Background: an optimization exercise with open tools, aiming at small area. Do not read the settings as production practice.
Power is estimated from default activity; no workload was simulated.

==> flow/design.v <==
module l1ado_oai22 (
    input  wire a1, a2, b1, b2,
    output wire y
);
    assign y = ~((a1 | a2) & (b1 | b2));
endmodule
module l1ado_aoi222 (
    input  wire a1, a2, b1, b2, c1, c2,
    output wire y
);
    assign y = ~((a1 & a2) | (b1 & b2) | (c1 & c2));
endmodule
module l1ado_core (
    input  wire        clk,
    input  wire        rst,         
    input  wire        ld_we,
    input  wire [7:0]  ld_addr,
    input  wire [7:0]  ld_data,
    input  wire [7:0]  mem_raddr,
    output wire [7:0]  mem_rdata,
    input  wire        start,
    input  wire [7:0]  start_pc,
    input  wire        cap_en,
    input  wire [15:0] cap,
    output reg         busy,
    output reg         done,
    output reg  [1:0]  reason,      
    output wire [7:0]  pc,
    output wire [7:0]  acc,
    output wire [15:0] icount,
    output wire        in_req,
    input  wire        in_valid,
    input  wire [7:0]  in_data,
    output wire        out_valid,
    output wire [7:0]  out_data
);
    localparam [1:0] S_FETCH = 2'd0, S_OPER = 2'd1, S_MEM1 = 2'd2,
                     S_MEM2 = 2'd3;
    reg [2047:0] mem;               
    reg        ph;                  
    reg [7:0]  pc_r, a_r, ad_r, op_r;
    reg [1:0]  st;
    reg [15:0] cnt_r, cap_r;
    reg        cap_en_r;
    genvar gi, gb;
    wire [7:0] raddr = !busy ? mem_raddr :
                       (st == S_FETCH || st == S_OPER) ? pc_r : ad_r;
    wire [15:0] r_hi, r_lo;
    wire [255:0] rsel;
    generate
        for (gi = 0; gi < 16; gi = gi + 1) begin : g_rdec
            assign r_hi[gi] = (raddr[7:4] == gi);
            assign r_lo[gi] = (raddr[3:0] == gi);
        end
        for (gi = 0; gi < 256; gi = gi + 1) begin : g_rsel
            assign rsel[gi] = r_hi[gi / 16] & r_lo[gi % 16];
        end
    endgenerate
    wire [7:0] rd;
    generate
        for (gb = 0; gb < 8; gb = gb + 1) begin : g_rbit
            wire [85:0] t;
            for (gi = 0; gi < 85; gi = gi + 1) begin : g_grp
                l1ado_aoi222 u_sel (
                    .a1(rsel[3*gi]),     .a2(mem[8*(3*gi) + gb]),
                    .b1(rsel[3*gi + 1]), .b2(mem[8*(3*gi + 1) + gb]),
                    .c1(rsel[3*gi + 2]), .c2(mem[8*(3*gi + 2) + gb]),
                    .y(t[gi]));
            end
            assign t[85] = ~(rsel[255] & mem[8*255 + gb]);
            assign rd[gb] = ~(&t) ^ ph;
        end
    endgenerate
    wire valid_op =
        (rd == 8'h00) || (rd == 8'h10) || (rd == 8'h11) || (rd == 8'h12) ||
        (rd == 8'h20) || (rd == 8'h21) || (rd == 8'h22) ||
        (rd == 8'h40) || (rd == 8'h41) || (rd == 8'h48) || (rd == 8'h49) ||
        (rd == 8'h60) || (rd == 8'h61) || (rd == 8'h62) ||
        (rd == 8'hC0) || (rd == 8'hC1) || (rd == 8'hC8) || (rd == 8'hC9) ||
        (rd == 8'hE0) || (rd == 8'hE1) || (rd == 8'hE2);
    wire is_mem  = op_r[6];           
    wire is_ind  = op_r[7];           
    wire is_jmp  = op_r[4];           
    wire is_alu  = op_r[5];           
    wire is_st   = op_r[3];           
    wire is_io   = op_r[0];           
    reg [7:0] alu_y;
    always @(*) begin
        case (op_r[1:0])
            2'd0:    alu_y = a_r + rd;
            2'd1:    alu_y = a_r - rd;
            default: alu_y = ~(a_r & rd);
        endcase
    end
    wire take = (op_r[1:0] == 2'd0) ? 1'b1 :
                (op_r[1:0] == 2'd1) ? a_r[7] : (a_r == 8'd0);
    wire final_mem = (st == S_MEM2) || (st == S_MEM1 && !is_ind);
    wire in_wait   = final_mem && is_st && is_io;
    wire wr_core   = final_mem && is_st && (!is_io || in_valid);
    wire fetch   = (st == S_FETCH);
    wire oper    = (st == S_OPER);
    wire capped  = cap_en_r && (cnt_r == cap_r);
    wire fin_imm = oper && !is_mem;
    wire fin     = fin_imm || (final_mem && !(in_wait && !in_valid));
    wire [7:0] pc_inc = pc_r + 8'd1;
    wire [7:0] pc_d   = (fin_imm && is_jmp && take) ? rd : pc_inc;
    wire [7:0] pc_end = fin_imm ? pc_d : pc_r;      
    wire       halt   = (pc_end == 8'd0);
    wire       a_we   = fin && !is_st && !is_jmp && (is_alu || !is_io);
    wire       we    = busy ? wr_core : ld_we;
    wire [7:0] waddr = busy ? ad_r : ld_addr;
    wire [7:0] wdata = !busy ? ld_data : (is_io ? in_data : a_r);
    wire [7:0] wx = wdata ^ {8{ph}};
    always @(posedge clk)
        ph <= ~ph;
    wire [63:0] w_grp;
    wire [3:0]  w_pos;
    wire [31:0] w_x;                  
    generate
        for (gi = 0; gi < 64; gi = gi + 1) begin : g_wgrp
            assign w_grp[gi] = we && (waddr[7:2] == gi);
        end
        for (gi = 0; gi < 4; gi = gi + 1) begin : g_wpos
            assign w_pos[gi] = (waddr[1:0] == gi);
            for (gb = 0; gb < 8; gb = gb + 1) begin : g_x
                assign w_x[8*gi + gb] = ~w_pos[gi] | wx[gb];
            end
        end
        for (gi = 0; gi < 256; gi = gi + 1) begin : g_word
            wire sel  = w_grp[gi / 4] & w_pos[gi % 4];
            wire keep = ~w_grp[gi / 4];
            for (gb = 0; gb < 8; gb = gb + 1) begin : g_bit
                wire d;
                l1ado_oai22 u_bit (
                    .a1(mem[8*gi + gb]), .a2(sel),
                    .b1(keep),           .b2(w_x[8*(gi % 4) + gb]),
                    .y(d));
                always @(posedge clk)
                    mem[8*gi + gb] <= d;
            end
        end
    endgenerate
    always @(posedge clk) begin
        if (rst) begin
            busy <= 1'b0;
            done <= 1'b0;
        end else if (!busy) begin
            if (start) begin
                busy     <= 1'b1;
                done     <= 1'b0;
                st       <= S_FETCH;
                cnt_r    <= 16'd0;
                cap_r    <= cap;
                cap_en_r <= cap_en;
                pc_r     <= start_pc;
                a_r      <= 8'd0;
            end
        end else begin
            if ((fetch && !capped) || oper)
                pc_r <= pc_d;
            if (fetch)
                op_r <= rd;
            if (oper || (st == S_MEM1 && is_ind))
                ad_r <= rd;
            if (a_we)
                a_r <= is_alu ? alu_y : rd;
            if (fin)
                cnt_r <= cnt_r + 16'd1;
            if (fetch) begin
                if (capped) begin
                    busy   <= 1'b0;
                    done   <= 1'b1;
                    reason <= 2'd2;
                end else if (!valid_op) begin
                    busy   <= 1'b0;
                    done   <= 1'b1;
                    reason <= 2'd3;
                end else begin
                    st <= S_OPER;
                end
            end else if (fin) begin
                if (halt) begin
                    busy   <= 1'b0;
                    done   <= 1'b1;
                    reason <= 2'd1;
                end
                st <= S_FETCH;
            end else if (oper) begin
                st <= S_MEM1;
            end else begin
                st <= S_MEM2;     
            end
        end
    end
    assign mem_rdata = rd;
    assign pc        = pc_r;
    assign acc       = a_r;
    assign icount    = cnt_r;
    assign in_req    = busy && in_wait;
    assign out_valid = busy && final_mem && !is_st && !is_alu && is_io;
    assign out_data  = rd;
endmodule
clock: 10.0 ns
lec_check: 0
cap_margin: 0
core_margin: 2
core_utilization: 50
place_density: 0.6
setup_slack_margin: 0.6
slew_margin: 0
synth_hierarchical: 1
synth_minimum_keep_size: 0
tns_end_percent: 100
standard.sh (not shown) runs the stock make flow with config.mk's settings and CLKGATE_MAP_FILE= SYNTH_SCRIPT=/design/flow/synth_recipe.tcl, a recipe that flattens the netlist after the stock synthesis.
==> flow/flow/run.sh <==
#!/bin/bash
# Layout flow: the standard flow (standard.sh) with two changes:
#  - clock tree synthesis without dummy loads, with clkbuf_8 clock buffers
#    and sink clusters sized for them;
#  - port buffers of a small buffer cell (buf_2) instead of the default
#    delay cell.
# Every tool's output goes to flow.log in the work folder (ORFS also keeps
# its per-step logs under orfs/logs/).
set -euo pipefail
export CTS_ARGS="-sink_clustering_enable -repair_clock_nets -dont_use_dummy_load -sink_clustering_size 16 -sink_clustering_max_diameter 50 -buf_list {sky130_fd_sc_hd__clkbuf_8}"
export BUFFER_PORTS_ARGS="-buffer_cell sky130_fd_sc_hd__buf_2"
bash standard.sh > flow.log 2>&1
The baseline went through all stages and came out clean.
Then changed:
Settings changed: SETUP_SLACK_MARGIN 0.6 to 0.3.
What happened: Now the flow reached the layout checks and failed them: setup timing; combinational power hardly moves; cell area is about the same; worst setup slack gets worse by 0.31 ns; worst hold slack barely changes; core utilization is about the same; sequential share of layout area stays flat.
Function was not checked in any run of this note: the RTL went through the layout flow alone.

-- afterwards: timing with drivers on the ports --
In the flow no input, the clock included, has a driving cell. The finished layouts below were timed again as built, in two steps.
Step 1 assumes that a clkbuf_16 drives the clock port and a buf_2 every other input.
Step 2 times the ports against the registers' clock, not the clock port: input delays grow and output delays shrink by t, the midpoint of the rising clock arrivals with the driver on.
Three values: ideal ports, drivers, drivers and shift; two values: the first two.
| run | t (ns) | slack for setup (ns) | hold WS [ns] | latest minus earliest clock arrival (ns) |
|---|---|---|---|---|
| the first run | 0.999 | 0.258 / 0.233 / 0.204 | 0.444 / 0.444 / 0.444 | 0.116 / 0.116 |
| the second run | 1.018 | -0.056 / -0.081 / -0.161 | 0.444 / 0.444 / 0.444 | 0.115 / 0.115 |
For the second run, which loses most, drivers alone change the setup slack by -0.025 ns; drivers and shift together by -0.105 ns.
